This design comes from an exercise in tuning for small area, a short achievable clock period and few clock cycles per item on the open sky130 flow, not from production work.
In this exercise RTL edits were held to simulation tests only and were not proved equivalent to the original.

`flow/config.mk`:
```
export PLATFORM = sky130hd
export DESIGN_NAME = cfimu_update
export DESIGN_NICKNAME = cfimu_update
export VERILOG_FILES = /design/flow/design.v
export SDC_FILE = /design/flow/constraint.sdc
export NUM_CORES = 4
export LEC_CHECK = 0
export CAP_MARGIN = 20
export CELL_PAD_IN_SITES_DETAIL_PLACEMENT = 1
export CELL_PAD_IN_SITES_GLOBAL_PLACEMENT = 2
export CORE_MARGIN = 2
export CORE_UTILIZATION = 25
export PLACE_DENSITY = 0.4
export SLEW_MARGIN = 20
```
`flow/constraint.sdc`:
```
create_clock -name core_clock -period 28.0 [get_ports {clk}]
set_input_delay 5.6000 -clock core_clock [delete_from_list [all_inputs] [get_ports {clk}]]
set_output_delay 5.6000 -clock core_clock [all_outputs]
set_load 0.01 [all_outputs]
```
`flow/design.v`:
```
module fp_add (
    input  wire [31:0] a,
    input  wire [31:0] b,
    output reg  [31:0] y
);
    function [4:0] clz25(input [24:0] v);
        integer i;
        reg found;
        begin
            clz25 = 5'd25;
            found = 1'b0;
            for (i = 24; i >= 0; i = i - 1)
                if (!found && v[i]) begin
                    clz25 = 5'd24 - i[4:0];
                    found = 1'b1;
                end
        end
    endfunction
    wire       a_inf = (a[30:23] == 8'hFF) && (a[22:0] == 0);
    wire       b_inf = (b[30:23] == 8'hFF) && (b[22:0] == 0);
    wire       a_nan = (a[30:23] == 8'hFF) && (a[22:0] != 0);
    wire       b_nan = (b[30:23] == 8'hFF) && (b[22:0] != 0);
    wire [7:0]  ea = (a[30:23] == 0) ? 8'd1 : a[30:23];
    wire [7:0]  eb = (b[30:23] == 0) ? 8'd1 : b[30:23];
    wire [23:0] ma = {a[30:23] != 0, a[22:0]};
    wire [23:0] mb = {b[30:23] != 0, b[22:0]};
    wire [8:0]  dab = {1'b0, ea} - {1'b0, eb};
    wire [8:0]  dba = {1'b0, eb} - {1'b0, ea};
    wire        age = !dab[8];                  
    wire        sub = a[31] ^ b[31];
    wire        zero_sign = a[31] & b[31];
    wire        e0  = (dab == 9'd0);
    wire        ap1 = (dab == 9'd1);
    wire        bp1 = (dba == 9'd1);
    wire [25:0] npw = {1'b0, ma, 1'b0} - (ap1 ? {2'b0, mb} : {1'b0, mb, 1'b0});
    wire [24:0] np  = npw[24:0];
    wire [24:0] nq  = {mb, 1'b0} - (bp1 ? {1'b0, ma} : {ma, 1'b0});
    wire        bneg = e0 ? npw[25] : !age;             
    wire [24:0] nd  = bneg ? nq : np;
    wire [7:0]  nex = age ? ea : eb;
    wire        nsg = bneg ? b[31] : a[31];
    wire [4:0]  nlz = clz25(nd);
    wire [7:0]  nlim = nex - 8'd1;
    wire [4:0]  nsh = ({3'b0, nlz} > nlim) ? nlim[4:0] : nlz;
    wire [24:0] nn  = nd << nsh;
    wire [7:0]  nfe = nn[24] ? nex - {3'b0, nsh} : 8'd0;
    wire [31:0] near_y = (nd == 0) ? {zero_sign, 31'b0} : {nsg, nfe, nn[23:1]};
    wire        use_near = sub && (e0 || ((ap1 || bp1) && !nd[24]));
    wire [7:0]  ex = age ? ea : eb;
    wire [23:0] mx = age ? ma : mb;
    wire [23:0] mz = age ? mb : ma;
    wire [8:0]  d  = age ? dab : dba;
    wire        xs = age ? a[31] : b[31];
    reg  [26:0] zs;
    reg  [27:0] s;
    reg  [26:0] n;
    reg  [8:0]  e;
    reg  [24:0] mr;
    reg         up;
    reg  [25:0] al;
    wire [25:0] lowm = ((26'd1 << d[4:0]) - 26'd1) >> 2;
    reg  [31:0] far_y;
    always @* begin
        al = {mz, 2'b0} >> d[4:0];
        if (d > 9'd26)
            zs = {26'b0, mz != 0};
        else
            zs = {al, (mz & lowm[23:0]) != 0};
        if (sub) s = {1'b0, mx, 3'b0} - {1'b0, zs};
        else     s = {1'b0, mx, 3'b0} + {1'b0, zs};
        e = {1'b0, ex};
        if (s[27]) begin
            n = {s[27:2], s[1] | s[0]};
            e = e + 9'd1;
        end else if (!s[26] && sub) begin
            n = {s[25:0], 1'b0};
            e = e - 9'd1;
        end else begin
            n = s[26:0];
        end
        up = n[2] & (n[1] | n[0] | n[3]);
        mr = {1'b0, n[26:3]} + {24'b0, up};
        if (mr[24]) begin
            mr = mr >> 1;
            e = e + 9'd1;
        end
        if (s == 0)
            far_y = {zero_sign, 31'b0};
        else if (e >= 9'd255)
            far_y = {xs, 8'hFF, 23'b0};
        else
            far_y = {xs, (mr[23] ? e[7:0] : 8'd0), mr[22:0]};
    end
    always @* begin
        if (a_nan || b_nan || (a_inf && b_inf && (a[31] != b[31])))
            y = 32'h7FC00000;
        else if (a_inf)
            y = a;
        else if (b_inf)
            y = b;
        else if (use_near)
            y = near_y;
        else
            y = far_y;
    end
endmodule
module fp_mul (
    input  wire        clk,
    input  wire        rst,
    input  wire        go,
    input  wire        adv,
    input  wire [31:0] a,
    input  wire [31:0] b,
    output wire        ok,
    output wire [31:0] y
);
    wire        sign  = a[31] ^ b[31];
    wire [7:0]  ea    = a[30:23];
    wire [7:0]  eb    = b[30:23];
    wire        a_z   = (a[30:0] == 0);
    wire        b_z   = (b[30:0] == 0);
    wire        a_sp  = (ea == 8'hFF);
    wire        b_sp  = (eb == 8'hFF);
    wire        a_nan = a_sp && (a[22:0] != 0);
    wire        b_nan = b_sp && (b[22:0] != 0);
    wire [23:0] ma = {ea != 0, a[22:0]};
    wire [23:0] mb = {eb != 0, b[22:0]};
    wire [47:0] p  = ma * mb;
    wire [9:0]  es   = {2'b0, ea} + {2'b0, eb};
    wire        fast = (ea != 0) && (eb != 0) && (es >= 10'd128);
    wire        hi   = p[47];
    wire [23:0] m24  = hi ? p[47:24] : p[46:23];
    wire        g    = hi ? p[23] : p[22];
    wire        s    = hi ? (p[22:0] != 0) : (p[21:0] != 0);
    wire [9:0]  E    = es - 10'd127 + {9'b0, hi};
    wire        up   = g & (s | m24[0]);
    wire [30:0] rf   = {E[7:0], m24[22:0]} + {30'b0, up};
    reg  [31:0] yf;
    always @* begin
        if (a_nan || b_nan || (a_sp && b_z) || (b_sp && a_z))
            yf = 32'h7FC00000;
        else if (a_sp || b_sp)
            yf = {sign, 8'hFF, 23'b0};
        else if (a_z || b_z)
            yf = {sign, 31'b0};
        else if (E >= 10'd255)
            yf = {sign, 8'hFF, 23'b0};
        else
            yf = {sign, rf};
    end
    wire special = a_sp || b_sp || a_z || b_z;
    wire need_slow = !special && !fast;
    reg         sbusy;
    reg  [47:0] sp;
    reg  [10:0] se;         
    reg         sst;
    wire        se_neg = se[10];
    wire        sl   = !sp[47] && !se_neg && (se > 11'd1);
    wire        sr   = se_neg || (se == 11'd0);
    wire        sfin = sbusy && !sl && !sr;
    wire [7:0]  sfld = sp[47] ? se[7:0] : 8'd0;
    wire        sup  = sp[23] & ((sp[22:0] != 0) | sst | sp[24]);
    wire [30:0] rs   = {sfld, sp[46:24]} + {30'b0, sup};
    wire [31:0] ys   = (!se_neg && se >= 11'd255) ? {sign, 8'hFF, 23'b0} : {sign, rs};
    assign ok = !need_slow || sfin;
    assign y  = sbusy ? ys : yf;
    always @(posedge clk) begin
        if (rst) begin
            sbusy <= 1'b0;
        end else if (sbusy) begin
            if (sfin) begin
                if (adv) sbusy <= 1'b0;
            end else if (sl) begin
                sp <= {sp[46:0], 1'b0};
                se <= se - 11'd1;
            end else if (se_neg && se < 11'h7E2) begin    
                sst <= sst | (sp != 0);
                sp  <= 48'b0;
                se  <= 11'd1;
            end else begin
                sst <= sst | sp[0];
                sp  <= {1'b0, sp[47:1]};
                se  <= se + 11'd1;
            end
        end else if (go && need_slow) begin
            sbusy <= 1'b1;
            sp    <= p;
            se    <= {1'b0, es} - 11'd126 + {10'b0, ea == 0} + {10'b0, eb == 0};
            sst   <= 1'b0;
        end
    end
endmodule
module fp_div (
    input  wire        clk,
    input  wire        ld,         
    input  wire        fin,
    input  wire        en,         
    input  wire [63:0] d,
    input  wire [6:0]  lz,
    output reg  [31:0] dt
);
    localparam [14:0] DEN = 15'd15625;
    localparam NS = 4;
    reg [13:0] rem;
    reg [26:0] qd;
    reg [6:0]  ex;
    wire [63:0] n  = d << lz[5:0];
    wire [63:0] lowmask = 64'h0000007FFFFFFFFF >> lz[5:0];
    wire        sticky  = (d & lowmask) != 0;
    wire        up = n[39] & (sticky | n[40]);
    wire [24:0] m  = {1'b0, n[63:40]} + {24'b0, up};
    wire [23:0] mx = m[24] ? 24'h800000 : m[23:0];
    wire [6:0]  e0 = m[24] ? 7'd64 - lz : 7'd63 - lz;
    reg [13:0] r [0:NS];
    reg [26:0] q [0:NS];
    reg [15:0] t;
    reg [14:0] t2;
    reg [13:0] rl;
    reg [26:0] ql;
    integer k;
    always @* begin
        r[0] = ld ? {1'b0, mx[23:11]} : rem;
        q[0] = ld ? {mx[10:0], 16'b0} : qd;
        for (k = 0; k < NS; k = k + 1) begin
            t = {r[k], q[k][26:25]};
            if (t >= 3 * DEN) begin
                r[k+1] = t - 3 * DEN;
                q[k+1] = {q[k][24:0], 2'd3};
            end else if (t >= 2 * DEN) begin
                r[k+1] = t - 2 * DEN;
                q[k+1] = {q[k][24:0], 2'd2};
            end else if (t >= DEN) begin
                r[k+1] = t - DEN;
                q[k+1] = {q[k][24:0], 2'd1};
            end else begin
                r[k+1] = t[13:0];
                q[k+1] = {q[k][24:0], 2'd0};
            end
        end
        t2 = {r[3], q[3][26]};
        if (t2 >= DEN) begin
            rl = t2 - DEN;
            ql = {q[3][25:0], 1'b1};
        end else begin
            rl = t2[13:0];
            ql = {q[3][25:0], 1'b0};
        end
    end
    wire [13:0] rf = ld ? r[2] : r[4];
    wire [26:0] qf = ld ? q[2] : q[4];
    wire        hi  = ql[26];
    wire [23:0] mq  = hi ? ql[26:3] : ql[25:2];
    wire        g   = hi ? ql[2] : ql[1];
    wire        st  = (hi ? (ql[1] | ql[0]) : ql[0]) | (rl != 0);
    wire        rup = g & (st | mq[0]);
    wire [24:0] mr  = {1'b0, mq} + {24'b0, rup};
    wire [7:0]  eb  = {1'b0, ex} + (hi ? 8'd108 : 8'd107) + {7'b0, mr[24]};
    always @(posedge clk) begin
        if (en) begin
            rem <= rf;
            qd  <= qf;
            if (ld)
                ex <= e0;
            if (fin)
                dt <= {1'b0, eb, mr[24] ? 23'b0 : mr[22:0]};
        end
    end
endmodule
module fp_sqrt (
    input  wire        clk,
    input  wire        ld,
    input  wire        step,
    input  wire [31:0] a,
    output wire [31:0] y
);
    localparam N0 = 9;
    localparam NS = 4;
    reg [13:0] rad;        
    reg [25:0] rem;
    reg [24:0] root;
    reg [7:0]  e;
    reg        zero;
    wire        odd = ~a[23];
    wire [23:0] m0  = {1'b1, a[22:0]};
    wire [31:0] r0  = odd ? {m0, 8'b0} : {1'b0, m0, 7'b0};
    wire [7:0]  eb  = {1'b0, a[30:24]} + 8'd63 + {7'b0, a[23]};
    wire [N0:0]   lrem [0:N0];
    wire [N0-1:0] lroot [0:N0];
    wire [3:0]    troot;
    wire [4:0]    trem;
    sq_top4 u_top (.v(r0[31:24]), .root(troot), .rem(trem));
    assign lrem[4]  = {{(N0-4){1'b0}}, trem};
    assign lroot[4] = {{(N0-4){1'b0}}, troot};
    genvar j;
    generate
        for (j = 4; j < N0; j = j + 1) begin : g_first
            sq_step #(.K(j)) u_s (.rem(lrem[j][j:0]), .root(lroot[j][(j > 0 ? j - 1 : 0):0]),
                                  .rb(r0[31 - 2*j -: 2]),
                                  .rem_o(lrem[j+1][j+1:0]), .root_o(lroot[j+1][j:0]));
            if (j + 2 <= N0) begin : g_pad_r
                assign lrem[j+1][N0:j+2] = 0;
            end
            if (j + 1 <= N0 - 1) begin : g_pad_q
                assign lroot[j+1][N0-1:j+1] = 0;
            end
        end
    endgenerate
    reg [13:0] sr [0:NS];
    reg [25:0] sm [0:NS];
    reg [24:0] sq [0:NS];
    reg [27:0] trial, sub;
    integer k;
    always @* begin
        sr[0] = rad;
        sm[0] = rem;
        sq[0] = root;
        for (k = 0; k < NS; k = k + 1) begin
            trial = {sm[k], sr[k][13:12]};
            sub   = {1'b0, sq[k], 2'b01};
            sr[k+1] = {sr[k][11:0], 2'b00};
            if (trial >= sub) begin
                sm[k+1] = trial - sub;
                sq[k+1] = {sq[k][23:0], 1'b1};
            end else begin
                sm[k+1] = trial[25:0];
                sq[k+1] = {sq[k][23:0], 1'b0};
            end
        end
    end
    always @(posedge clk) begin
        if (ld) begin
            rad  <= r0[31 - 2*N0 -: 14];
            rem  <= {{(25-N0){1'b0}}, lrem[N0]};
            root <= {{(25-N0){1'b0}}, lroot[N0]};
            e    <= eb;
            zero <= (a[30:23] == 8'd0);
        end else if (step) begin
            rad  <= sr[4];
            rem  <= sm[4];
            root <= sq[4];
        end
    end
    wire [25:0] nm   = sm[3];
    wire [23:0] nq   = sq[3][23:0];
    wire        up   = ({1'b0, nm} > {3'b0, nq});
    wire [2:0]  lo   = nq[2:0];
    wire [21:0] hinc = {1'b0, root[20:0]} + 22'd1;
    wire [22:0] m_lo = {root[19:0], lo + 3'd1};      
    wire [22:0] m_hi = {hinc[19:0], 3'b0};           
    wire [31:0] y_dn = {1'b0, e, nq[22:0]};
    wire [31:0] y_up = (lo != 3'd7) ? {1'b0, e, m_lo}
                     : (hinc[21] ? {1'b0, e + 8'd1, 23'b0} : {1'b0, e, m_hi});
    assign y = zero ? 32'b0 : (up ? y_up : y_dn);
endmodule
module sq_step #(
    parameter K = 0
) (
    input  wire [K:0]   rem,
    input  wire [(K > 0 ? K - 1 : 0):0] root,
    input  wire [1:0]   rb,
    output wire [K+1:0] rem_o,
    output wire [K:0]   root_o
);
    wire [K+2:0] trial = {rem, rb};
    wire [K+2:0] sub   = (K > 0) ? {1'b0, root, 2'b01} : {{K+2{1'b0}}, 1'b1};
    wire         ge    = (trial >= sub);
    wire [K+2:0] diff  = trial - sub;
    assign rem_o  = ge ? diff[K+1:0] : trial[K+1:0];
    assign root_o = (K > 0) ? {root, ge} : ge;
endmodule
module sq_top4 (
    input  wire [7:0] v,
    output reg  [3:0] root,
    output reg  [4:0] rem
);
    always @* begin
        case (v)
            8'd0: begin root = 4'd0; rem = 5'd0; end
            8'd1: begin root = 4'd1; rem = 5'd0; end
            8'd2: begin root = 4'd1; rem = 5'd1; end
            8'd3: begin root = 4'd1; rem = 5'd2; end
            8'd4: begin root = 4'd2; rem = 5'd0; end
            8'd5: begin root = 4'd2; rem = 5'd1; end
            8'd6: begin root = 4'd2; rem = 5'd2; end
            8'd7: begin root = 4'd2; rem = 5'd3; end
            8'd8: begin root = 4'd2; rem = 5'd4; end
            8'd9: begin root = 4'd3; rem = 5'd0; end
            8'd10: begin root = 4'd3; rem = 5'd1; end
            8'd11: begin root = 4'd3; rem = 5'd2; end
            8'd12: begin root = 4'd3; rem = 5'd3; end
            8'd13: begin root = 4'd3; rem = 5'd4; end
            8'd14: begin root = 4'd3; rem = 5'd5; end
            8'd15: begin root = 4'd3; rem = 5'd6; end
            8'd16: begin root = 4'd4; rem = 5'd0; end
            8'd17: begin root = 4'd4; rem = 5'd1; end
            8'd18: begin root = 4'd4; rem = 5'd2; end
            8'd19: begin root = 4'd4; rem = 5'd3; end
            8'd20: begin root = 4'd4; rem = 5'd4; end
            8'd21: begin root = 4'd4; rem = 5'd5; end
            8'd22: begin root = 4'd4; rem = 5'd6; end
            8'd23: begin root = 4'd4; rem = 5'd7; end
            8'd24: begin root = 4'd4; rem = 5'd8; end
            8'd25: begin root = 4'd5; rem = 5'd0; end
            8'd26: begin root = 4'd5; rem = 5'd1; end
            8'd27: begin root = 4'd5; rem = 5'd2; end
            8'd28: begin root = 4'd5; rem = 5'd3; end
            8'd29: begin root = 4'd5; rem = 5'd4; end
            8'd30: begin root = 4'd5; rem = 5'd5; end
            8'd31: begin root = 4'd5; rem = 5'd6; end
            8'd32: begin root = 4'd5; rem = 5'd7; end
            8'd33: begin root = 4'd5; rem = 5'd8; end
            8'd34: begin root = 4'd5; rem = 5'd9; end
            8'd35: begin root = 4'd5; rem = 5'd10; end
            8'd36: begin root = 4'd6; rem = 5'd0; end
            8'd37: begin root = 4'd6; rem = 5'd1; end
            8'd38: begin root = 4'd6; rem = 5'd2; end
            8'd39: begin root = 4'd6; rem = 5'd3; end
            8'd40: begin root = 4'd6; rem = 5'd4; end
            8'd41: begin root = 4'd6; rem = 5'd5; end
            8'd42: begin root = 4'd6; rem = 5'd6; end
            8'd43: begin root = 4'd6; rem = 5'd7; end
            8'd44: begin root = 4'd6; rem = 5'd8; end
            8'd45: begin root = 4'd6; rem = 5'd9; end
            8'd46: begin root = 4'd6; rem = 5'd10; end
            8'd47: begin root = 4'd6; rem = 5'd11; end
            8'd48: begin root = 4'd6; rem = 5'd12; end
            8'd49: begin root = 4'd7; rem = 5'd0; end
            8'd50: begin root = 4'd7; rem = 5'd1; end
            8'd51: begin root = 4'd7; rem = 5'd2; end
            8'd52: begin root = 4'd7; rem = 5'd3; end
            8'd53: begin root = 4'd7; rem = 5'd4; end
            8'd54: begin root = 4'd7; rem = 5'd5; end
            8'd55: begin root = 4'd7; rem = 5'd6; end
            8'd56: begin root = 4'd7; rem = 5'd7; end
            8'd57: begin root = 4'd7; rem = 5'd8; end
            8'd58: begin root = 4'd7; rem = 5'd9; end
            8'd59: begin root = 4'd7; rem = 5'd10; end
            8'd60: begin root = 4'd7; rem = 5'd11; end
            8'd61: begin root = 4'd7; rem = 5'd12; end
            8'd62: begin root = 4'd7; rem = 5'd13; end
            8'd63: begin root = 4'd7; rem = 5'd14; end
            8'd64: begin root = 4'd8; rem = 5'd0; end
            8'd65: begin root = 4'd8; rem = 5'd1; end
            8'd66: begin root = 4'd8; rem = 5'd2; end
            8'd67: begin root = 4'd8; rem = 5'd3; end
            8'd68: begin root = 4'd8; rem = 5'd4; end
            8'd69: begin root = 4'd8; rem = 5'd5; end
            8'd70: begin root = 4'd8; rem = 5'd6; end
            8'd71: begin root = 4'd8; rem = 5'd7; end
            8'd72: begin root = 4'd8; rem = 5'd8; end
            8'd73: begin root = 4'd8; rem = 5'd9; end
            8'd74: begin root = 4'd8; rem = 5'd10; end
            8'd75: begin root = 4'd8; rem = 5'd11; end
            8'd76: begin root = 4'd8; rem = 5'd12; end
            8'd77: begin root = 4'd8; rem = 5'd13; end
            8'd78: begin root = 4'd8; rem = 5'd14; end
            8'd79: begin root = 4'd8; rem = 5'd15; end
            8'd80: begin root = 4'd8; rem = 5'd16; end
            8'd81: begin root = 4'd9; rem = 5'd0; end
            8'd82: begin root = 4'd9; rem = 5'd1; end
            8'd83: begin root = 4'd9; rem = 5'd2; end
            8'd84: begin root = 4'd9; rem = 5'd3; end
            8'd85: begin root = 4'd9; rem = 5'd4; end
            8'd86: begin root = 4'd9; rem = 5'd5; end
            8'd87: begin root = 4'd9; rem = 5'd6; end
            8'd88: begin root = 4'd9; rem = 5'd7; end
            8'd89: begin root = 4'd9; rem = 5'd8; end
            8'd90: begin root = 4'd9; rem = 5'd9; end
            8'd91: begin root = 4'd9; rem = 5'd10; end
            8'd92: begin root = 4'd9; rem = 5'd11; end
            8'd93: begin root = 4'd9; rem = 5'd12; end
            8'd94: begin root = 4'd9; rem = 5'd13; end
            8'd95: begin root = 4'd9; rem = 5'd14; end
            8'd96: begin root = 4'd9; rem = 5'd15; end
            8'd97: begin root = 4'd9; rem = 5'd16; end
            8'd98: begin root = 4'd9; rem = 5'd17; end
            8'd99: begin root = 4'd9; rem = 5'd18; end
            8'd100: begin root = 4'd10; rem = 5'd0; end
            8'd101: begin root = 4'd10; rem = 5'd1; end
            8'd102: begin root = 4'd10; rem = 5'd2; end
            8'd103: begin root = 4'd10; rem = 5'd3; end
            8'd104: begin root = 4'd10; rem = 5'd4; end
            8'd105: begin root = 4'd10; rem = 5'd5; end
            8'd106: begin root = 4'd10; rem = 5'd6; end
            8'd107: begin root = 4'd10; rem = 5'd7; end
            8'd108: begin root = 4'd10; rem = 5'd8; end
            8'd109: begin root = 4'd10; rem = 5'd9; end
            8'd110: begin root = 4'd10; rem = 5'd10; end
            8'd111: begin root = 4'd10; rem = 5'd11; end
            8'd112: begin root = 4'd10; rem = 5'd12; end
            8'd113: begin root = 4'd10; rem = 5'd13; end
            8'd114: begin root = 4'd10; rem = 5'd14; end
            8'd115: begin root = 4'd10; rem = 5'd15; end
            8'd116: begin root = 4'd10; rem = 5'd16; end
            8'd117: begin root = 4'd10; rem = 5'd17; end
            8'd118: begin root = 4'd10; rem = 5'd18; end
            8'd119: begin root = 4'd10; rem = 5'd19; end
            8'd120: begin root = 4'd10; rem = 5'd20; end
            8'd121: begin root = 4'd11; rem = 5'd0; end
            8'd122: begin root = 4'd11; rem = 5'd1; end
            8'd123: begin root = 4'd11; rem = 5'd2; end
            8'd124: begin root = 4'd11; rem = 5'd3; end
            8'd125: begin root = 4'd11; rem = 5'd4; end
            8'd126: begin root = 4'd11; rem = 5'd5; end
            8'd127: begin root = 4'd11; rem = 5'd6; end
            8'd128: begin root = 4'd11; rem = 5'd7; end
            8'd129: begin root = 4'd11; rem = 5'd8; end
            8'd130: begin root = 4'd11; rem = 5'd9; end
            8'd131: begin root = 4'd11; rem = 5'd10; end
            8'd132: begin root = 4'd11; rem = 5'd11; end
            8'd133: begin root = 4'd11; rem = 5'd12; end
            8'd134: begin root = 4'd11; rem = 5'd13; end
            8'd135: begin root = 4'd11; rem = 5'd14; end
            8'd136: begin root = 4'd11; rem = 5'd15; end
            8'd137: begin root = 4'd11; rem = 5'd16; end
            8'd138: begin root = 4'd11; rem = 5'd17; end
            8'd139: begin root = 4'd11; rem = 5'd18; end
            8'd140: begin root = 4'd11; rem = 5'd19; end
            8'd141: begin root = 4'd11; rem = 5'd20; end
            8'd142: begin root = 4'd11; rem = 5'd21; end
            8'd143: begin root = 4'd11; rem = 5'd22; end
            8'd144: begin root = 4'd12; rem = 5'd0; end
            8'd145: begin root = 4'd12; rem = 5'd1; end
            8'd146: begin root = 4'd12; rem = 5'd2; end
            8'd147: begin root = 4'd12; rem = 5'd3; end
            8'd148: begin root = 4'd12; rem = 5'd4; end
            8'd149: begin root = 4'd12; rem = 5'd5; end
            8'd150: begin root = 4'd12; rem = 5'd6; end
            8'd151: begin root = 4'd12; rem = 5'd7; end
            8'd152: begin root = 4'd12; rem = 5'd8; end
            8'd153: begin root = 4'd12; rem = 5'd9; end
            8'd154: begin root = 4'd12; rem = 5'd10; end
            8'd155: begin root = 4'd12; rem = 5'd11; end
            8'd156: begin root = 4'd12; rem = 5'd12; end
            8'd157: begin root = 4'd12; rem = 5'd13; end
            8'd158: begin root = 4'd12; rem = 5'd14; end
            8'd159: begin root = 4'd12; rem = 5'd15; end
            8'd160: begin root = 4'd12; rem = 5'd16; end
            8'd161: begin root = 4'd12; rem = 5'd17; end
            8'd162: begin root = 4'd12; rem = 5'd18; end
            8'd163: begin root = 4'd12; rem = 5'd19; end
            8'd164: begin root = 4'd12; rem = 5'd20; end
            8'd165: begin root = 4'd12; rem = 5'd21; end
            8'd166: begin root = 4'd12; rem = 5'd22; end
            8'd167: begin root = 4'd12; rem = 5'd23; end
            8'd168: begin root = 4'd12; rem = 5'd24; end
            8'd169: begin root = 4'd13; rem = 5'd0; end
            8'd170: begin root = 4'd13; rem = 5'd1; end
            8'd171: begin root = 4'd13; rem = 5'd2; end
            8'd172: begin root = 4'd13; rem = 5'd3; end
            8'd173: begin root = 4'd13; rem = 5'd4; end
            8'd174: begin root = 4'd13; rem = 5'd5; end
            8'd175: begin root = 4'd13; rem = 5'd6; end
            8'd176: begin root = 4'd13; rem = 5'd7; end
            8'd177: begin root = 4'd13; rem = 5'd8; end
            8'd178: begin root = 4'd13; rem = 5'd9; end
            8'd179: begin root = 4'd13; rem = 5'd10; end
            8'd180: begin root = 4'd13; rem = 5'd11; end
            8'd181: begin root = 4'd13; rem = 5'd12; end
            8'd182: begin root = 4'd13; rem = 5'd13; end
            8'd183: begin root = 4'd13; rem = 5'd14; end
            8'd184: begin root = 4'd13; rem = 5'd15; end
            8'd185: begin root = 4'd13; rem = 5'd16; end
            8'd186: begin root = 4'd13; rem = 5'd17; end
            8'd187: begin root = 4'd13; rem = 5'd18; end
            8'd188: begin root = 4'd13; rem = 5'd19; end
            8'd189: begin root = 4'd13; rem = 5'd20; end
            8'd190: begin root = 4'd13; rem = 5'd21; end
            8'd191: begin root = 4'd13; rem = 5'd22; end
            8'd192: begin root = 4'd13; rem = 5'd23; end
            8'd193: begin root = 4'd13; rem = 5'd24; end
            8'd194: begin root = 4'd13; rem = 5'd25; end
            8'd195: begin root = 4'd13; rem = 5'd26; end
            8'd196: begin root = 4'd14; rem = 5'd0; end
            8'd197: begin root = 4'd14; rem = 5'd1; end
            8'd198: begin root = 4'd14; rem = 5'd2; end
            8'd199: begin root = 4'd14; rem = 5'd3; end
            8'd200: begin root = 4'd14; rem = 5'd4; end
            8'd201: begin root = 4'd14; rem = 5'd5; end
            8'd202: begin root = 4'd14; rem = 5'd6; end
            8'd203: begin root = 4'd14; rem = 5'd7; end
            8'd204: begin root = 4'd14; rem = 5'd8; end
            8'd205: begin root = 4'd14; rem = 5'd9; end
            8'd206: begin root = 4'd14; rem = 5'd10; end
            8'd207: begin root = 4'd14; rem = 5'd11; end
            8'd208: begin root = 4'd14; rem = 5'd12; end
            8'd209: begin root = 4'd14; rem = 5'd13; end
            8'd210: begin root = 4'd14; rem = 5'd14; end
            8'd211: begin root = 4'd14; rem = 5'd15; end
            8'd212: begin root = 4'd14; rem = 5'd16; end
            8'd213: begin root = 4'd14; rem = 5'd17; end
            8'd214: begin root = 4'd14; rem = 5'd18; end
            8'd215: begin root = 4'd14; rem = 5'd19; end
            8'd216: begin root = 4'd14; rem = 5'd20; end
            8'd217: begin root = 4'd14; rem = 5'd21; end
            8'd218: begin root = 4'd14; rem = 5'd22; end
            8'd219: begin root = 4'd14; rem = 5'd23; end
            8'd220: begin root = 4'd14; rem = 5'd24; end
            8'd221: begin root = 4'd14; rem = 5'd25; end
            8'd222: begin root = 4'd14; rem = 5'd26; end
            8'd223: begin root = 4'd14; rem = 5'd27; end
            8'd224: begin root = 4'd14; rem = 5'd28; end
            8'd225: begin root = 4'd15; rem = 5'd0; end
            8'd226: begin root = 4'd15; rem = 5'd1; end
            8'd227: begin root = 4'd15; rem = 5'd2; end
            8'd228: begin root = 4'd15; rem = 5'd3; end
            8'd229: begin root = 4'd15; rem = 5'd4; end
            8'd230: begin root = 4'd15; rem = 5'd5; end
            8'd231: begin root = 4'd15; rem = 5'd6; end
            8'd232: begin root = 4'd15; rem = 5'd7; end
            8'd233: begin root = 4'd15; rem = 5'd8; end
            8'd234: begin root = 4'd15; rem = 5'd9; end
            8'd235: begin root = 4'd15; rem = 5'd10; end
            8'd236: begin root = 4'd15; rem = 5'd11; end
            8'd237: begin root = 4'd15; rem = 5'd12; end
            8'd238: begin root = 4'd15; rem = 5'd13; end
            8'd239: begin root = 4'd15; rem = 5'd14; end
            8'd240: begin root = 4'd15; rem = 5'd15; end
            8'd241: begin root = 4'd15; rem = 5'd16; end
            8'd242: begin root = 4'd15; rem = 5'd17; end
            8'd243: begin root = 4'd15; rem = 5'd18; end
            8'd244: begin root = 4'd15; rem = 5'd19; end
            8'd245: begin root = 4'd15; rem = 5'd20; end
            8'd246: begin root = 4'd15; rem = 5'd21; end
            8'd247: begin root = 4'd15; rem = 5'd22; end
            8'd248: begin root = 4'd15; rem = 5'd23; end
            8'd249: begin root = 4'd15; rem = 5'd24; end
            8'd250: begin root = 4'd15; rem = 5'd25; end
            8'd251: begin root = 4'd15; rem = 5'd26; end
            8'd252: begin root = 4'd15; rem = 5'd27; end
            8'd253: begin root = 4'd15; rem = 5'd28; end
            8'd254: begin root = 4'd15; rem = 5'd29; end
            8'd255: begin root = 4'd15; rem = 5'd30; end
            default: begin root = 4'd0; rem = 5'd0; end
        endcase
    end
endmodule
module fp_wrap (
    input  wire        clk,
    input  wire        rst,
    input  wire        go,
    input  wire        adv,        
    input  wire        lim90,      
    input  wire [31:0] a,
    output wire        ok,
    output wire [31:0] y
);
    localparam [30:0] L180_BITS = 31'h43340000;
    localparam [30:0] L90_BITS  = 31'h42B40000;
    localparam [26:0] MOD180 = 27'd360 << 17;
    localparam [26:0] MOD90  = 27'd180 << 17;
    function [4:0] clz26(input [25:0] v);
        integer i;
        reg found;
        begin
            clz26 = 5'd26;
            found = 1'b0;
            for (i = 25; i >= 0; i = i - 1)
                if (!found && v[i]) begin
                    clz26 = 5'd25 - i[4:0];
                    found = 1'b1;
                end
        end
    endfunction
    function [26:0] dr(input [26:0] r, input [26:0] m);
        reg [27:0] d2;
        begin
            d2 = {r, 1'b0};
            dr = (d2 >= {1'b0, m}) ? d2 - {1'b0, m} : d2[26:0];
        end
    endfunction
    reg        wbusy;
    reg [26:0] rem_r;
    reg [7:0]  st_r;
    wire [26:0] modv     = lim90 ? MOD90 : MOD180;
    wire [30:0] lim_bits = lim90 ? L90_BITS : L180_BITS;
    wire        in_range = (a[30:0] <= lim_bits);
    wire [26:0] rem_s = wbusy ? rem_r : {3'b0, 1'b1, a[22:0]};
    wire [7:0]  st_s  = wbusy ? st_r  : a[30:23] - 8'd133;
    wire [26:0] s1    = (st_s != 0) ? dr(rem_s, modv) : rem_s;
    wire [26:0] s2    = (st_s > 8'd1) ? dr(s1, modv) : s1;
    wire        fin   = (st_s <= 8'd2);
    wire [26:0] half = {1'b0, modv[26:1]};
    wire        low  = (s2 <= half);
    wire [26:0] mag  = low ? s2 : modv - s2;
    wire        rneg = low ? a[31] : ~a[31];
    wire [4:0]  lz   = clz26(mag[25:0]);
    wire [25:0] nm   = mag[25:0] << lz;
    wire [7:0]  ef   = 8'd135 - {3'b0, lz};
    wire [31:0] yw   = (mag == 0) ? 32'b0 : {rneg, ef, nm[24:2]};
    wire pass = !wbusy && in_range;
    assign ok = pass || fin;
    assign y  = pass ? a : yw;
    always @(posedge clk) begin
        if (rst) begin
            wbusy <= 1'b0;
        end else if (wbusy) begin
            if (fin) begin
                if (adv) wbusy <= 1'b0;
            end else begin
                rem_r <= s2;
                st_r  <= st_s - 8'd2;
            end
        end else if (go && !ok) begin
            wbusy <= 1'b1;
            rem_r <= s2;
            st_r  <= st_s - 8'd2;
        end
    end
endmodule
module cfimu_update #(
    parameter [63:0] TIME_HZ = 64'd1000000
) (
    input  wire        clk,
    input  wire        rst,
    input  wire        start,
    input  wire        load,
    input  wire [31:0] ld_roll,
    input  wire [31:0] ld_pitch,
    input  wire [31:0] ld_yaw,
    input  wire [31:0] ld_bias,
    input  wire [31:0] acc_roll,
    input  wire [31:0] acc_pitch,
    input  wire [31:0] ax,
    input  wire [31:0] ay,
    input  wire [31:0] az,
    input  wire [31:0] gx,
    input  wire [31:0] gy,
    input  wire [31:0] gz,
    input  wire [63:0] t_now,
    input  wire [31:0] alpha,
    input  wire [31:0] beta,
    input  wire [31:0] acc_th,
    input  wire [31:0] gz_th,
    output reg         busy,
    output reg         done,
    output reg  [31:0] roll,
    output reg  [31:0] pitch,
    output reg  [31:0] yaw,
    output reg  [31:0] bias,
    output reg  [63:0] t_last,
    output reg         t_valid
);
    localparam [31:0] ONE  = 32'h3F800000;
    localparam [31:0] MONE = 32'hBF800000;
    function [6:0] clz64(input [63:0] v);
        integer i;
        reg found;
        begin
            clz64 = 7'd64;
            found = 1'b0;
            for (i = 63; i >= 0; i = i - 1)
                if (!found && v[i]) begin
                    clz64 = 7'd63 - i[6:0];
                    found = 1'b1;
                end
        end
    endfunction
    function [31:0] neg(input [31:0] x);
        neg = {~x[31], x[30:0]};
    endfunction
    function flt(input [31:0] x, input [31:0] y);
        begin
            if (x[30:0] == 0 && y[30:0] == 0)
                flt = 1'b0;
            else if (x[31] != y[31])
                flt = x[31];
            else if (!x[31])
                flt = x[30:0] < y[30:0];
            else
                flt = x[30:0] > y[30:0];
        end
    endfunction
    reg  [3:0]  st;           
    reg         dtpos;
    reg  [6:0]  dlz;          
    reg  [31:0] aa0, ab0, aa1, ab1, ma, mb;
    reg         msel_dt;
    reg  [31:0] wi;
    reg         wlim;
    reg  [31:0] t1, t2, t3, t4, t5;
    wire [31:0] add0_y, add1_y, mul_y, wrap_y, dt, mag;
    wire        wrap_ok, mul_ok;
    fp_add u_add0 (.a(aa0), .b(ab0), .y(add0_y));
    fp_add u_add1 (.a(aa1), .b(ab1), .y(add1_y));
    wire adv;
    wire mgo = (st != 4'd0) && (st != 4'd13);
    fp_mul u_mul  (.clk(clk), .rst(rst), .go(mgo), .adv(adv), .a(ma), .b(msel_dt ? dt : mb),
                   .ok(mul_ok), .y(mul_y));
    wire wgo = (st == 4'd8) || (st == 4'd9) || (st == 4'd12) || (st == 4'd13);
    fp_wrap u_wrap (.clk(clk), .rst(rst), .go(wgo), .adv(adv), .lim90(wlim), .a(wi),
                    .ok(wrap_ok), .y(wrap_y));
    assign adv = !(wgo && !wrap_ok) && !(mgo && !mul_ok);
    wire [63:0] d = t_now - t_last;
    fp_div u_div (.clk(clk), .ld(st == 4'd1), .fin(st == 4'd4),
                  .en(adv && (st == 4'd1 || st == 4'd2 || st == 4'd3 || st == 4'd4)),
                  .d(t_last), .lz(dlz), .dt(dt));
    fp_sqrt u_sqrt (.clk(clk), .ld(adv && st == 4'd5),
                            .step(adv && (st == 4'd6 || st == 4'd7 || st == 4'd8 || st == 4'd9)),
                            .a(t4), .y(mag));
    wire stat = flt({1'b0, t4[30:0]}, acc_th) && flt({1'b0, gz[30:0]}, gz_th);
    always @(posedge clk) begin
        if (rst) begin
            st      <= 4'd0;
            busy    <= 1'b0;
            done    <= 1'b0;
            roll    <= 32'b0;
            pitch   <= 32'b0;
            yaw     <= 32'b0;
            bias    <= 32'b0;
            t_last  <= 64'b0;
            t_valid <= 1'b0;
            msel_dt <= 1'b0;
        end else begin
            done <= 1'b0;
            if (adv && st != 4'd0)
                st <= (st == 4'd13) ? 4'd0 : st + 4'd1;
            if (st == 4'd0 || adv) case (st)
                4'd0: begin
                    if (load) begin
                        roll  <= ld_roll;
                        pitch <= ld_pitch;
                        yaw   <= ld_yaw;
                        bias  <= ld_bias;
                    end else if (start) begin
                        busy   <= 1'b1;
                        st     <= 4'd1;
                        t_last <= d;
                        dlz    <= clz64(d);
                        dtpos  <= t_valid && !d[63] && (d != 64'd0);
                        ma     <= ax;
                        mb     <= ax;
                        aa0    <= ONE;
                        ab0    <= neg(alpha);
                    end
                end
                4'd1: begin    
                    t1  <= add0_y;
                    aa1 <= mul_y;
                    ma  <= ay;
                    mb  <= ay;
                end
                4'd2: begin    
                    ab1 <= mul_y;
                    ma  <= az;
                    mb  <= az;
                    aa0 <= ONE;
                    ab0 <= neg(beta);
                end
                4'd3: begin    
                    ma  <= add0_y;
                    mb  <= bias;
                    aa1 <= add1_y;
                    ab1 <= mul_y;
                end
                4'd4: begin    
                    t2      <= mul_y;
                    t4      <= add1_y;
                    aa1     <= gz;
                    ab1     <= neg(bias);
                    ma      <= gx;
                    msel_dt <= 1'b1;
                end
                4'd5: begin    
                    t5  <= add1_y;
                    aa0 <= roll;
                    ab0 <= mul_y;
                    ma  <= {gy[31] ^ (az[31] && (az[30:0] != 0)), gy[30:0]};
                end
                4'd6: begin    
                    if (dtpos) aa0 <= add0_y;
                    ab0     <= neg(acc_roll);
                    aa1     <= pitch;
                    ab1     <= mul_y;
                    ma      <= beta;
                    mb      <= gz;
                    msel_dt <= 1'b0;
                end
                4'd7: begin    
                    wi   <= add0_y;
                    wlim <= 1'b0;
                    aa0  <= t2;
                    ab0  <= mul_y;
                    if (dtpos) aa1 <= add1_y;
                    ab1  <= neg(acc_pitch);
                    ma   <= t1;
                    mb   <= acc_roll;
                end
                4'd8: begin    
                    aa0  <= acc_roll;
                    ab0  <= wrap_y;
                    t3   <= add0_y;
                    t2   <= mul_y;
                    wi   <= add1_y;
                    wlim <= 1'b1;
                    ma   <= t1;
                    mb   <= acc_pitch;
                end
                4'd9: begin    
                    ma  <= add0_y;
                    mb  <= alpha;
                    t1  <= mul_y;
                    aa0 <= mag;
                    ab0 <= MONE;
                    aa1 <= acc_pitch;
                    ab1 <= wrap_y;
                end
                4'd10: begin   
                    t4   <= add0_y;
                    aa0  <= mul_y;
                    ab0  <= t2;
                    ma   <= add1_y;
                    mb   <= alpha;
                    aa1  <= gz;
                    ab1  <= neg(t3);
                end
                4'd11: begin   
                    bias    <= stat ? t3 : bias;
                    wi      <= add0_y;
                    wlim    <= 1'b0;
                    aa1     <= mul_y;
                    ab1     <= t1;
                    ma      <= stat ? add1_y : t5;
                    msel_dt <= 1'b1;
                end
                4'd12: begin   
                    roll    <= wrap_y;
                    wi      <= add1_y;
                    wlim    <= 1'b1;
                    aa0     <= yaw;
                    ab0     <= mul_y;
                    msel_dt <= 1'b0;
                end
                4'd13: begin   
                    pitch   <= wrap_y;
                    if (dtpos) yaw <= add0_y;
                    t_last  <= t_now;
                    t_valid <= 1'b1;
                    busy    <= 1'b0;
                    done    <= 1'b1;
                end
                default: ;
            endcase
        end
    end
endmodule
```
`flow/run.sh`:
```
#!/bin/bash
# synth_recipe.tcl (not shown) runs the flow's synth.tcl, then flattens the netlist and writes it again
# the make line also repeats each setting of config.mk as NAME=value (left out here)
make -C /OpenROAD-flow-scripts/flow DESIGN_CONFIG=/design/flow/config.mk WORK_HOME=/design/flow/orfs CLKGATE_MAP_FILE= SYNTH_SCRIPT=/design/flow/synth_recipe.tcl finish
```
==> impl_metrics.env <==
export IMPL_postSynthCellCount=15142
export IMPL_r2r_cells=52
export IMPL_cts_tree="built"
export IMPL_grt_max_degree=143
export IMPL_min_path_type="reg2reg"
export IMPL_crit_required_ns=28.58
export IMPL_clock_latency_ns=0.95
export IMPL_routedWlPerCell_um=40.0
export IMPL_period_minus_slack_ns=17.09
export IMPL_worstSetupStartpointType="register"
export IMPL_num_vias=131824
export IMPL_drv_slew=0
export IMPL_regArea_um2=22700
export IMPL_netlist_cell_type_count=131
export IMPL_globalRoute_busiestLayer="met2"
export IMPL_cts_max_level=4
export IMPL_worstHoldEndpoint="u_sqrt.root[10]$_SDFFE_PP0P_"
export IMPL_yosysMostFrequentCell="nand2_1"
export IMPL_drt_wl_total_um=887000
export IMPL_yosysWarnings=15
export IMPL_period_share_pct=61.0
export IMPL_multi_input_area_um2=89500
export IMPL_fin_ws_ns=10.91
export IMPL_hold_depth=2
export IMPL_grt_overflow=0
export IMPL_synthTopCellsByArea="edfxtp_1 (15%), fa_1 (8.4%), ha_1 (8.3%)"
export IMPL_r2r_start="msel_dt$_SDFFE_PP0P_"
export IMPL_fin_setup_tns_ns=0
export IMPL_grt_pass1_wl_um=1190000
export IMPL_avgSynthCellArea_um2=7.87
export IMPL_tightestPinTransition_ns=1.31
export IMPL_grtUsageMet3_pct=7.93
export IMPL_top_level_ports=775
export IMPL_cts_resized=0
export IMPL_hold_violations=0
export IMPL_synthFlopType="edfxtp_1"
export IMPL_critPathKind="reg2reg"
export IMPL_setup_viol=0
export IMPL_post_cts_setup_buffers=0
export IMPL_area_growth_pct=18.5
export IMPL_met2_usage_pct=54.7
export IMPL_cts_hold_buf=0
export IMPL_min_from="u_sqrt.root[10]$_SDFFE_PP0P_"
export IMPL_synthDominantCellAreaShare_pct=15.1
export IMPL_rsz0062_at_grt="no"
export IMPL_grt_antenna_before_repair=157
export IMPL_drt_iter0_markers=14708
export IMPL_path_max_fanout=25
export IMPL_root_buffer="clkbuf_16"
export IMPL_maxCapViolCount=0
export IMPL_via_per_inst=5.95
export IMPL_firstDrtPassIters=16
export IMPL_placedCellCount=21838
export IMPL_initial_utilization_pct=25.1
export IMPL_portBuffers=774
export IMPL_cts_clk_slew_worst_paths_ns=0.06
export IMPL_yosysSeqAreaShare_pct=19.1
export IMPL_outcome="complete, no violations"
export IMPL_critPathSlowestCell="o311ai_0"
export IMPL_grt_pass1_vias=131954
export IMPL_maxSlewHeadroom_pct=12.9
export IMPL_async_flop_share_pct=0
export IMPL_dp_hpwl_um=730000
export IMPL_cts_buffer_depth=4
export IMPL_cts_buffers=134
export IMPL_drtAntennaViolNets=0
export IMPL_nets=17612
export IMPL_grt_use_met1_pct=45.4
export IMPL_whs_ns=0.465
export IMPL_post_place_ws_ns=10.89
export IMPL_synth_common_cells="nand2_1 (1987), nor2_1 (1235), inv_1 (1225), a21oi_1 (1062), ha_1 (792)"
export IMPL_die_x_um=694
export IMPL_drive_gt1_share_pct=8.43
export IMPL_ys_seq_elements=835
export IMPL_clock_sinks=835
export IMPL_r2r_end="aa0[4]$_DFFE_PP_"
export IMPL_fmax_mhz=58.5
export IMPL_grt_total_usage_pct=35.6
export IMPL_worst_setup_path_end_kind="register"
export IMPL_arrival_ns=17.66
export IMPL_synth_edff_count=601
export IMPL_critPathMaxStageDelay_ns=0.84
export IMPL_worst_clock_skew_ns=0.132
export IMPL_n_fill_cell=56014
export IMPL_gp_congestion=0.998
export IMPL_synth_top_area_cell="edfxtp_1"
export IMPL_cp_common_cell="a21oi_1"
export IMPL_rrSetupSlack_ns=10.91
export IMPL_core_area_um2=475000
export IMPL_final_cells=22169
export IMPL_synth_area_um2=119000
export IMPL_die_h_um=694
export IMPL_placementRows=253
export IMPL_drc_errors=0
export IMPL_die_area_um2=482000
-- area by class of cell --
type | instances | area share, %
diodes | 81 | 0.144
clock buffers | 176 | 2.65
clock inverters | 61 | 0.536
inverters | 1239 | 3.30
multi-input cells | 12240 | 63.4
flip-flops and latches | 835 | 16.1
well taps | 6247 | 5.54
repair buffers | 1290 | 8.32
-- cells by family (layout without fill, tap and decap cells) --
logic type | count (synthesis) | count (layout) | synth area share [%]
AOI/OAI and AO/OA | 4121 | 4121 | 23.4
xor gates and xnor gates | 674 | 674 | 5.00
adders and majority gates | 1294 | 1294 | 16.7
buffers and inverters | 2071 | 2766 | 6.70
DFF | 835 | 835 | 19.1
muxes | 831 | 831 | 8.36
other | 1 | 86 | 0.00315
and+or+nand+nor | 5315 | 5315 | 20.7
-- flip-flops by register name, indices dropped and copies added (netlist names), 14 cells and up --
signal,flops
aa0,32
aa1,32
ab0,32
ab1,32
bias,32
ma,32
mb,32
pitch,32
roll,32
t1,32
t2,32
t3,32
t4,31
t5,32
t_last,64
u_div.dt,31
u_div.qd,27
u_div.rem,14
u_mul.sp,48
u_sqrt.rem,26
u_sqrt.root,25
u_wrap.rem_r,27
wi,32
yaw,32
-- worst max-delay path, delay by kind of cell, from the launching register on --
family / cells / cell delay [ns]
compound gates: 18 / 6.12
xor+xnor: 1 / 0.18
fa+ha+maj: 10 / 3.93
buf+inv: 9 / 1.73
flops: 1 / 0.31
mux: 1 / 0.81
simple gates: 13 / 3.54
-- per-layer routing --
layer | vias to the layer above | wire (um)
li1 | 56206 | -
met2 | 5916 | 386000
met4 | 48 | 61600
met5 | - | 656
met3 | 1424 | 68500
met1 | 68230 | 370000
-- worst max-delay path by stage --
stage	cells past startpoint	end	slack [ns]	startpoint
floorplan	54	ab0[20]$_DFFE_PP_	14.41	msel_dt$_SDFFE_PP0P_
global placement	51	aa0[5]$_DFFE_PP_	10.32	msel_dt$_SDFFE_PP0P_
detailed placement	56	t4[8]$_DFFE_PP_	10.89	aa0[29]$_DFFE_PP_
CTS	56	t4[8]$_DFFE_PP_	10.80	aa0[29]$_DFFE_PP_
global route	60	aa0[20]$_DFFE_PP_	9.74	aa0[29]$_DFFE_PP_
finish	52	aa0[4]$_DFFE_PP_	10.91	msel_dt$_SDFFE_PP0P_
-- stage by stage --
step,cell area (um^2),util [%]
final,141000,29.7
after global routing,141000,29.7
after CTS,141000,29.6
after detailed placement,136000,28.7
after global placement,136000,28.7
after floorplan,119000,-
-- cell usage in the layout (no fill, tap or decap), types with 131 or more instances in the layout --
cell             Yosys  routed
nand3_1            406     404
fa_1               500     500
a21o_1             180     179
buf_4                7     497
edfxtp_1           601     601
mux2i_1            548     542
a22oi_1            158     152
xnor2_1            464     463
a222oi_1           131     131
nor4_1             165     162
a31oi_1            197     192
dfxtp_1            234     231
mux2_2             167     167
nor3_1             340     328
inv_1             1225    1224
clkdlybuf4s50_1      0     773
nand4_1            170     170
a21oi_1           1062    1029
nand2b_1           159     159
xor2_1             203     203
a211oi_1           210     205
ha_1               792     792
nor2_1            1235    1209
o21ai_0            721     711
clkbuf_16            0     139
nand2_1           1987    1979
and2_1             230     229
nor2b_1            164     163
Testbench counts, summed over its fixed seeds: cycles 33,614, updates 2,400.

## separate check: timing with driven ports
The results above use ideal ports. As a check the final layout listed here was re-extracted and re-timed, cells and wires unchanged. Step 1 assumes that a clkbuf_16 drives the clock port and a buf_2 every other input. Step 2 moves the port delays by t, midway between the first and last clock arrival at a register: inputs arrive t later, outputs are due t later. That takes back most of the time a late clock gives input paths. Slacks: ideal ports / drivers / drivers and shift; pairs: ideal ports / drivers.
t (ns): 1.025
setup slack, ns: 10.913 / 10.913 / 10.913
latest minus earliest clock arrival (ns): 0.134 / 0.134
After both steps setup and hold are still met in this run. For this run, drivers alone change the setup slack by 0.000 ns; drivers and shift together by 0.000 ns.
